This design comes from an exercise in tuning for small area, a short achievable clock period and few clock cycles per item on the open sky130 flow, not from production work.
At most, simulation tests tie the RTL to the original design; equivalence was not proved.
No activity file was given, so power comes from the tool's default toggle rates.

== wip/tundra ==
==> flow/design.v (excerpt) <==
module fm_decoder (
    input  wire         clk,
    input  wire         rst_n,
    input  wire         cmd_valid,
    output reg          cmd_ready,
    input  wire [31:0]  cmd_data,
    output reg          res_valid,
    input  wire         res_ready,
    output reg  [15:0]  res_head,
    output reg  [103:0] res_payload,
    output wire [31:0]  dstat
);
Size in the first run: about 190 I/O pins.
==> flow/config.mk <==
export PLATFORM = sky130hd
export DESIGN_NAME = fm_decoder
export DESIGN_NICKNAME = fm_decoder
export VERILOG_FILES = /design/flow/design.v
export SDC_FILE = /design/flow/constraint.sdc
export NUM_CORES = 4
export LEC_CHECK = 0
export ABC_CLOCK_PERIOD_IN_PS = 5000
export CAP_MARGIN = 10
export CORE_MARGIN = 2
export CORE_UTILIZATION = 45
export CTS_CLUSTER_DIAMETER = 100
export CTS_CLUSTER_SIZE = 25
export PLACE_DENSITY = 0.6
export SLEW_MARGIN = 10
==> flow/constraint.sdc <==
create_clock -name core_clock -period 22.0 [get_ports {clk}]
set_input_delay 4.4000 -clock core_clock [delete_from_list [all_inputs] [get_ports {clk}]]
set_output_delay 4.4000 -clock core_clock [all_outputs]
set_load 0.01 [all_outputs]
standard.sh (not shown) runs the stock make flow with config.mk's settings and CLKGATE_MAP_FILE= SYNTH_SCRIPT=/design/flow/synth_recipe.tcl, a recipe that flattens the netlist after the stock synthesis.
==> flow/flow/run.sh <==
#!/bin/bash
# The standard layout (standard.sh: ORFS synth .. finish, unchanged scripts),
# with the resizer's setup repair asked to keep a larger slack margin so that it
# works on paths the 22 ns clock alone would leave untouched, and with plain
# buffers (instead of the delay cells buffer_ports picks by default) on the
# ports. The SDC, clock period and all other settings are the design's.
set -euo pipefail
export SETUP_SLACK_MARGIN=16
export BUFFER_PORTS_ARGS="-buffer_cell sky130_fd_sc_hd__buf_2"
bash standard.sh > standard_flow.log 2>&1
Testbench counts of wip/tundra, summed over its fixed seeds: cycles 223,144, lines 888.
## Diff of input files: wip/harbor against wip/tundra
- CAP_MARGIN changed from 10 to 30
- SLEW_MARGIN changed from 10 to 30
Notes after the runs:
- From wip/tundra to wip/harbor, flip-flop and latch count did not move at all.
- wip/tundra → wip/harbor: share of the core filled with cells in the final layout barely changed, length of routed met2 wiring closely matched the old numbers, internal power of the cells shows no meaningful change.
Input-level comparison between wip/indigo and wip/harbor:
- CAP_MARGIN now 10, was 30
- SLEW_MARGIN now 10, was 30
-- flow/flow/run.sh --
<<< wip/harbor, line 6
# ports. The SDC, clock period and all other settings are the design's.
set -euo pipefail
export SETUP_SLACK_MARGIN=16
export BUFFER_PORTS_ARGS="-buffer_cell sky130_fd_sc_hd__buf_2"
bash standard.sh > standard_flow.log 2>&1
>>> wip/indigo, line 6
# ports. The SDC, clock period and all other settings are the design's.
set -euo pipefail
export SETUP_SLACK_MARGIN=16.3
export BUFFER_PORTS_ARGS="-buffer_cell sky130_fd_sc_hd__buf_2"
bash standard.sh > standard_flow.log 2>&1
--- outcome ---
wip/indigo reached the final stage; the timing, design-rule and antenna checks on its layout passed. As far as number of flip-flops and latches goes, wip/harbor and wip/indigo are indistinguishable; the numbers are identical. The higher worst path arrival time came out of wip/harbor. Re wire length: wip/harbor and wip/indigo aren't equal, and the lower value belongs to wip/harbor.
--- input diff wip/indigo..wip/garnet ---
- a change of CAP_MARGIN from 10 to 30
- a change of SLEW_MARGIN from 10 to 30
- a change of PLACE_DENSITY from 0.6 to 0.7
- a change of CORE_UTILIZATION from 45 to 55
-- flow/flow/run.sh --
<<< wip/indigo, line 6
# ports. The SDC, clock period and all other settings are the design's.
set -euo pipefail
export SETUP_SLACK_MARGIN=16.3
export BUFFER_PORTS_ARGS="-buffer_cell sky130_fd_sc_hd__buf_2"
bash standard.sh > standard_flow.log 2>&1
>>> wip/garnet, line 6
# ports. The SDC, clock period and all other settings are the design's.
set -euo pipefail
export SETUP_SLACK_MARGIN=16
export BUFFER_PORTS_ARGS="-buffer_cell sky130_fd_sc_hd__buf_2"
bash standard.sh > standard_flow.log 2>&1
Notes after the runs:
The cell area after synthesis was comparable across wip/indigo and wip/garnet. On met3 track utilization from global routing: wip/garnet sits above wip/indigo. Storage element area (higher): wip/indigo. wip/garnet vs wip/indigo, global-route usage went up by 3.8 points.
#### Input delta (wip/violet over wip/garnet)
- PLACE_DENSITY changed from 0.7 to 0.6
- CORE_UTILIZATION changed from 55 to 45
-- flow/flow/run.sh --
<<< wip/garnet, line 6
# ports. The SDC, clock period and all other settings are the design's.
set -euo pipefail
export SETUP_SLACK_MARGIN=16
export BUFFER_PORTS_ARGS="-buffer_cell sky130_fd_sc_hd__buf_2"
bash standard.sh > standard_flow.log 2>&1
>>> wip/violet, line 6
# ports. The SDC, clock period and all other settings are the design's.
set -euo pipefail
export SETUP_SLACK_MARGIN=16.3
export BUFFER_PORTS_ARGS="-buffer_cell sky130_fd_sc_hd__buf_2"
bash standard.sh > standard_flow.log 2>&1
Looking at wip/violet and wip/garnet, the via count of the first global-routing pass is a wash. In terms of clock network fraction of design power, wip/violet and wip/garnet differ only marginally. wip/violet ended up with a higher depth of the worst register-to-register path than wip/garnet did. As of wip/violet, number of fill cells had risen by more than a quarter compared to wip/garnet.
What wip/zinc does differently from wip/violet at the input level:
- setting GPL_TIMING_DRIVEN to 1 for the first time
-- flow/flow/run.sh --
<<< wip/violet, line 6
# ports. The SDC, clock period and all other settings are the design's.
set -euo pipefail
export SETUP_SLACK_MARGIN=16.3
export BUFFER_PORTS_ARGS="-buffer_cell sky130_fd_sc_hd__buf_2"
bash standard.sh > standard_flow.log 2>&1
>>> wip/zinc, line 6
# ports. The SDC, clock period and all other settings are the design's.
set -euo pipefail
export SETUP_SLACK_MARGIN=16
export BUFFER_PORTS_ARGS="-buffer_cell sky130_fd_sc_hd__buf_2"
bash standard.sh > standard_flow.log 2>&1
Findings:
wip/zinc | status: complete | timing, DRC, antenna: pass
Going from wip/violet to wip/zinc, setup skew after layout shrinks by 0.0096 ns.
Summary — number of iterations in the first detailed-routing pass, wip/zinc relative to wip/violet: lower, by 1.
wip/violet -> wip/zinc: final wirelength decreased by a few percent
The post-placement worst setup slack number comes out higher for wip/violet vs wip/zinc.
wip/zinc against wip/violet; clock-buffer cell count is down by a little under 10%.
The number of setup buffers added after CTS reported for wip/zinc is smaller than that of wip/violet by 202.
Cell internal power dissipation essentially unchanged between wip/zinc and wip/violet.
wip/zinc against wip/violet: post-layout worst setup margin went down, post-placement cell area did not really move.
The sequential share of layout area number comes out higher for wip/zinc vs wip/violet.
Taking wip/violet as the reference point, the global-route met3 utilization of wip/zinc falls by 1.0 points.

* * *

old:
fm_decoder, a different RTL version from the one above (not shown whole).
For scale: about 1,700 flip-flops, roughly 190 I/O pins, roughly 88,000 sq um of cells after synthesis.
==> flow/design.v (excerpt) <==
module fm_decoder (
    input  wire         clk,
    input  wire         rst_n,
    input  wire         cmd_valid,
    output reg          cmd_ready,
    input  wire [31:0]  cmd_data,
    output reg          res_valid,
    input  wire         res_ready,
    output reg  [15:0]  res_head,
    output reg  [103:0] res_payload,
    output wire [31:0]  dstat
);
Settings: LEC_CHECK=0, ABC_CLOCK_PERIOD_IN_PS=5000, CAP_MARGIN=30, CORE_MARGIN=2, CORE_UTILIZATION=45, CTS_CLUSTER_DIAMETER=100, CTS_CLUSTER_SIZE=25, PLACE_DENSITY=0.6, SLEW_MARGIN=30; clock period 22.0 ns.
==> flow/flow/run.sh <==
#!/bin/bash
# The standard layout (standard.sh: ORFS synth .. finish, unchanged scripts),
# with the resizer's setup repair asked to keep a larger slack margin so that it
# works on paths the 22 ns clock alone would leave untouched, and with plain
# buffers (instead of the delay cells buffer_ports picks by default) on the
# ports. The SDC, clock period and all other settings are the design's.
set -euo pipefail
export SETUP_SLACK_MARGIN=16
export BUFFER_PORTS_ARGS="-buffer_cell sky130_fd_sc_hd__buf_2"
bash standard.sh > standard_flow.log 2>&1
The following lists how new was set up differently from old:
-- flow/flow/run.sh --
<<< old, line 7
set -euo pipefail
export SETUP_SLACK_MARGIN=16
export BUFFER_PORTS_ARGS="-buffer_cell sky130_fd_sc_hd__buf_2"
>>> new, line 7
set -euo pipefail
export SETUP_SLACK_MARGIN=16.5
export BUFFER_PORTS_ARGS="-buffer_cell sky130_fd_sc_hd__buf_2"
[summary]
new was carried through to the last stage, and its layout satisfied the timing, design-rule and antenna checks.
Wire: new routes more than old
new against old: post-route fraction of the period consumed by the critical path now larger, via count of the first global-routing pass now larger, final-layout fill cell count now smaller.
No functional check of the RTL was part of any run of this note.

* * *

fm_decoder, a different RTL version from the one above (not shown whole).
For scale: roughly 1700 flip-flops, about 87000 µm² of cells after synthesis.
// fm_decoder
module fm_decoder (
    input  wire         clk,
    input  wire         rst_n,
    input  wire         cmd_valid,
    output reg          cmd_ready,
    input  wire [31:0]  cmd_data,
    output reg          res_valid,
    input  wire         res_ready,
    output reg  [15:0]  res_head,
    output reg  [103:0] res_payload,
    output wire [31:0]  dstat
);
clock: 22.0 ns
lec_check: 0
abc_clock_period_in_ps: 5000
cap_margin: 30
core_margin: 2
core_utilization: 25
place_density: 0.45
slew_margin: 30
run.sh (not shown) runs the stock make flow with config.mk's settings and CLKGATE_MAP_FILE= SYNTH_SCRIPT=/design/flow/synth_recipe.tcl, a recipe that flattens the netlist after the stock synthesis.
Stock flow here: none of the scripts above is used.
The starting point finished clean.
Then changed:
==> flow/flow/run.sh (new file) <==
#!/bin/bash
# The standard layout (standard.sh: ORFS synth .. finish, unchanged scripts),
# with the resizer's setup repair asked to keep a larger slack margin so that it
# works on paths the 22 ns clock alone would leave untouched. The SDC, clock
# period and all other settings are the design's.
set -euo pipefail
export SETUP_SLACK_MARGIN=16
bash standard.sh > standard_flow.log 2>&1
==> flow/standard.sh (new file) <==
#!/bin/bash
# synth_recipe.tcl (not shown) runs the flow's synth.tcl, then flattens the netlist and writes it again
# the make line also repeats each setting of config.mk as NAME=value (left out here)
make -C /OpenROAD-flow-scripts/flow DESIGN_CONFIG=/design/flow/config.mk WORK_HOME=/design/flow/orfs CLKGATE_MAP_FILE= SYNTH_SCRIPT=/design/flow/synth_recipe.tcl "${@:-finish}"
removed: flow/run.sh
Outcome:
- synthesized cell count does not change
- routed wire length increases by 4.7%
- register-to-register slack improves by 1.2 ns
- cell count goes up by 1.8%
- sequential cell count is unchanged
- combinational power increases by 26%
- setup slack gets better by 1.3 ns
No functional check of the RTL was part of any run of this note.

==> afterwards: timing with drivers on the ports <==
No port has a modelled driver above. Below, the same layouts with a new extraction and two added sets of constraints. Step 1 assumes that a clkbuf_16 drives the clock port and a buf_2 every other input. Step 2, shift: input delay + t, output delay - t, t = (earliest + latest rising clock arrival at the registers) / 2. This alone moves slack from input paths to output paths. Three values: ideal ports, drivers, drivers and shift; two values: the first two.
run | shift t [ns] | setup WS [ns] | hold WS [ns] | worst setup path at the end
wip/tundra | 0.847 | 16.003 / 15.917 / 15.416 | 0.411 / 0.411 / 0.411 | input to register
wip/harbor | 0.830 | 15.998 / 15.914 / 15.379 | 0.408 / 0.408 / 0.408 | input to register
wip/indigo | 0.834 | 16.133 / 16.049 / 15.498 | 0.413 / 0.413 / 0.413 | input to register
wip/garnet | 0.818 | 16.026 / 15.932 / 15.415 | 0.407 / 0.407 / 0.407 | input to register
wip/violet | 0.822 | 16.143 / 16.058 / 15.574 | 0.405 / 0.405 / 0.405 | input to register
wip/zinc | 0.830 | 15.998 / 15.914 / 15.379 | 0.408 / 0.408 / 0.408 | input to register
old | 0.843 | 15.800 / 15.800 / 15.313 | 0.412 / 0.412 / 0.412 | input to register
new | 0.815 | 15.571 / 15.571 / 15.387 | 0.416 / 0.416 / 0.416 | input to register
the first run of note 3 | 0.953 | 14.033 / 14.103 / 13.151 | 0.424 / 0.424 / 0.424 | input to register
the second run of note 3 | 0.940 | 15.299 / 15.347 / 14.408 | 0.449 / 0.449 / 0.449 | input to register
After both steps every run listed still meets setup and hold. The setup slack of the second run of note 3, which loses most, moves by +0.048 ns with the drivers and by -0.891 ns with both steps.
